Context: an optimization exercise on an open-source flow, tuned for small area, a short achievable clock period and few clock cycles. The choices shown serve that exercise and are no tape-out recipe. At most, simulation tests tie the RTL to the original design; equivalence was not proved. Power figures rest on the tool's default switching activity, not on a simulated workload.

## run a
## line_decoder
module line_decoder (
    input  wire               clk,
    input  wire               rst,
    input  wire               start,
    input  wire        [2:0]  cmd_scheme,
    input  wire        [15:0] cmd_ncells,
    input  wire signed [15:0] cmd_spb,
    input  wire        [11:0] cmd_fs,
    input  wire               s_valid,
    output wire               s_ready,
    input  wire signed [11:0] s_data,
    output reg                b_valid,
    output reg                b_bit,
    output reg                busy,
    output reg                done,
    output reg         [1:0]  res,
    output wire        [15:0] outlen
);
==> flow/config.mk <==
export PLATFORM = sky130hd
export DESIGN_NAME = line_decoder
export DESIGN_NICKNAME = line_decoder
export VERILOG_FILES = /design/flow/design.v
export SDC_FILE = /design/flow/constraint.sdc
export NUM_CORES = 4
export LEC_CHECK = 0
export CAP_MARGIN = 20
export CORE_MARGIN = 2
export CORE_UTILIZATION = 40
export PLACE_DENSITY = 0.6
export SLEW_MARGIN = 20
==> flow/constraint.sdc <==
create_clock -name core_clock -period 12.0 [get_ports {clk}]
set_input_delay 2.4000 -clock core_clock [delete_from_list [all_inputs] [get_ports {clk}]]
set_output_delay 2.4000 -clock core_clock [all_outputs]
set_load 0.01 [all_outputs]
standard.sh (not shown) runs the stock make flow with config.mk's settings and CLKGATE_MAP_FILE= SYNTH_SCRIPT=/design/flow/synth_recipe.tcl, a recipe that flattens the netlist after the stock synthesis.
==> flow/flow/run.sh <==
#!/bin/bash
# Standard layout, with timing repair aimed at a tighter setup target than the clock period.
set -euo pipefail
bash standard.sh SETUP_SLACK_MARGIN=8.7 CORE_UTILIZATION=60 PLACE_DENSITY=0.75 CTS_CLUSTER_SIZE=24 CTS_CLUSTER_DIAMETER=80 finish > standard_flow.log 2>&1
Testbench counts of run a, summed over its fixed seeds: cycles 62,204.
diff inputs: run a => run b
-- flow/design.v --
<<< run a, line 98
    reg         s1_p2, s1_cfirst, s1_hfirst, s1_h2, s1_hend, s1_cend, s1_last;
    reg         nxt_cfirst, nxt_hfirst;    
    reg  signed [14:0] y5;
    reg         v2t, v2;
    reg         s2_cfirst, s2_hfirst, s2_h2, s2_hend, s2_cend, s2_last;
    reg  signed [16:0] ta, tb, tc;
    reg         s3_rstab, s3_rstc, s3_hend, s3_cend, s3_last;
    reg         ci_ab;       
>>> run b, line 98
    reg         s1_p2, s1_cfirst, s1_hfirst, s1_h2, s1_hend, s1_cend, s1_last;
    reg         nxt_cfirst, nxt_hfirst;    
    wire signed [14:0] y5 = {{3{x1[11]}}, x1} + {x1[11], x1, 2'b00};
    wire        v2t = v1 && !s1_p2;
    wire        v2  = v1 && s1_p2;
    wire        s2_cfirst = s1_cfirst, s2_hfirst = s1_hfirst, s2_h2 = s1_h2;
    wire        s2_hend = s1_hend, s2_cend = s1_cend, s2_last = s1_last;
    reg  signed [16:0] tc, tb;      
    wire signed [16:0] ta;
    reg         s3_rstab, s3_rstc, s3_hend, s3_cend, s3_last;
    reg         ci_ab;       
<<< run a, line 238
    end
    always @(posedge clk) begin
        y5        <= {{3{x1[11]}}, x1} + {x1[11], x1, 2'b00};
        s2_cfirst <= s1_cfirst;
        s2_hfirst <= s1_hfirst;
        s2_h2     <= s1_h2;
        s2_hend   <= s1_hend;
        s2_cend   <= s1_cend;
        s2_last   <= s1_last;
    end
    always @(posedge clk) begin
        if (rst) begin
            v2t <= 1'b0;
            v2  <= 1'b0;
        end else begin
            v2t <= v1 && !s1_p2;
            v2  <= v1 && s1_p2;
        end
    end
    always @(posedge clk) begin
        if (!busy) begin
            tm  <= {2'b00, cmd_fs};
>>> run b, line 241
    end
    always @(posedge clk) begin
        if (!busy) begin
            tm  <= {2'b00, cmd_fs};
<<< run a, line 263
            tn1 <= y_n;
        end
        ta <= !v2 ? 17'sd0 : (f_man && s2_h2) ? tn : tg;
        tb <= !v2 ? 17'sd0 : (f_man && s2_h2) ? tn : tl;
        ci_ab <= v2 && f_man && s2_h2;
>>> run b, line 248
            tn1 <= y_n;
        end
        tb <= !v2 ? 17'sd0 : (f_man && s2_h2) ? tn : tl;
        ci_ab <= v2 && f_man && s2_h2;
<<< run a, line 273
        s3_last  <= s2_last;
    end
    bacc #(.INIT(32'hffffffff)) u_acc_a (.clk(clk), .restart(s3_rstab), .t(ta), .ci(ci_ab), .neg(neg_a));
    bacc #(.INIT(32'h00000000)) u_acc_b (.clk(clk), .restart(s3_rstab), .t(tb), .ci(ci_ab), .neg(neg_b));
>>> run b, line 257
        s3_last  <= s2_last;
    end
    assign ta = ci_ab ? tb : tc;
    bacc #(.INIT(32'hffffffff)) u_acc_a (.clk(clk), .restart(s3_rstab), .t(ta), .ci(ci_ab), .neg(neg_a));
    bacc #(.INIT(32'h00000000)) u_acc_b (.clk(clk), .restart(s3_rstab), .t(tb), .ci(ci_ab), .neg(neg_b));
Results
- The setup slack of the worst register-to-register path in run b was lower than what run a gave.
- Relative to run a, run b degrades fmax.
- In the tables for run b and run a, sequential area share after synthesis reads lower with run b.
- Cmp run b and run a / multi-input gate area in the final layout / higher: run b
- Run b vs. run a: post-synthesis share of cell area spent on xor and xnor gates went up by 0.25 points.
- On total power, run b does better than run a.
- Switching fraction of total power, run b and run a, higher one = run b.
- Against run a, routed wire length in run b came out worse.
- Summary of run b over run a: height of the die saw a decrease; met2 wirelength from detailed routing saw an increase.
- Taking run a as the reference, in run b worst setup slack went down by 0.20 ns; clock buffer count in the final layout went down by 1.
Only the layout flow was run in run b; the RTL was not checked for function there.

[re-timing with driven ports]
How much do the figures lean on ideal ports? The routed layouts below were timed once more, with nothing changed but the port constraints. Step 1, drivers: a clkbuf_16 drives clk and a buf_2 each remaining input, both assumed. Step 2 also shifts input and output timing later by t, the mid clock arrival at the registers, as if the neighbouring blocks saw the same clock. Three values: ideal, step 1, step 2; two values: the first two.
run | t (ns) | setup slack, ns | clock arrival spread, ns | cell pins on the clock port's net
run a | 0.570 | 8.585 / 8.533 / 8.172 | 0.024 / 0.024 | 1
run b | 0.555 | 8.388 / 8.388 / 8.155 | 0.032 / 0.032 | 1
After both steps every run listed still meets setup and hold. The setup slack of run a, which loses most, moves by -0.052 ns with the drivers and by -0.413 ns with both steps.
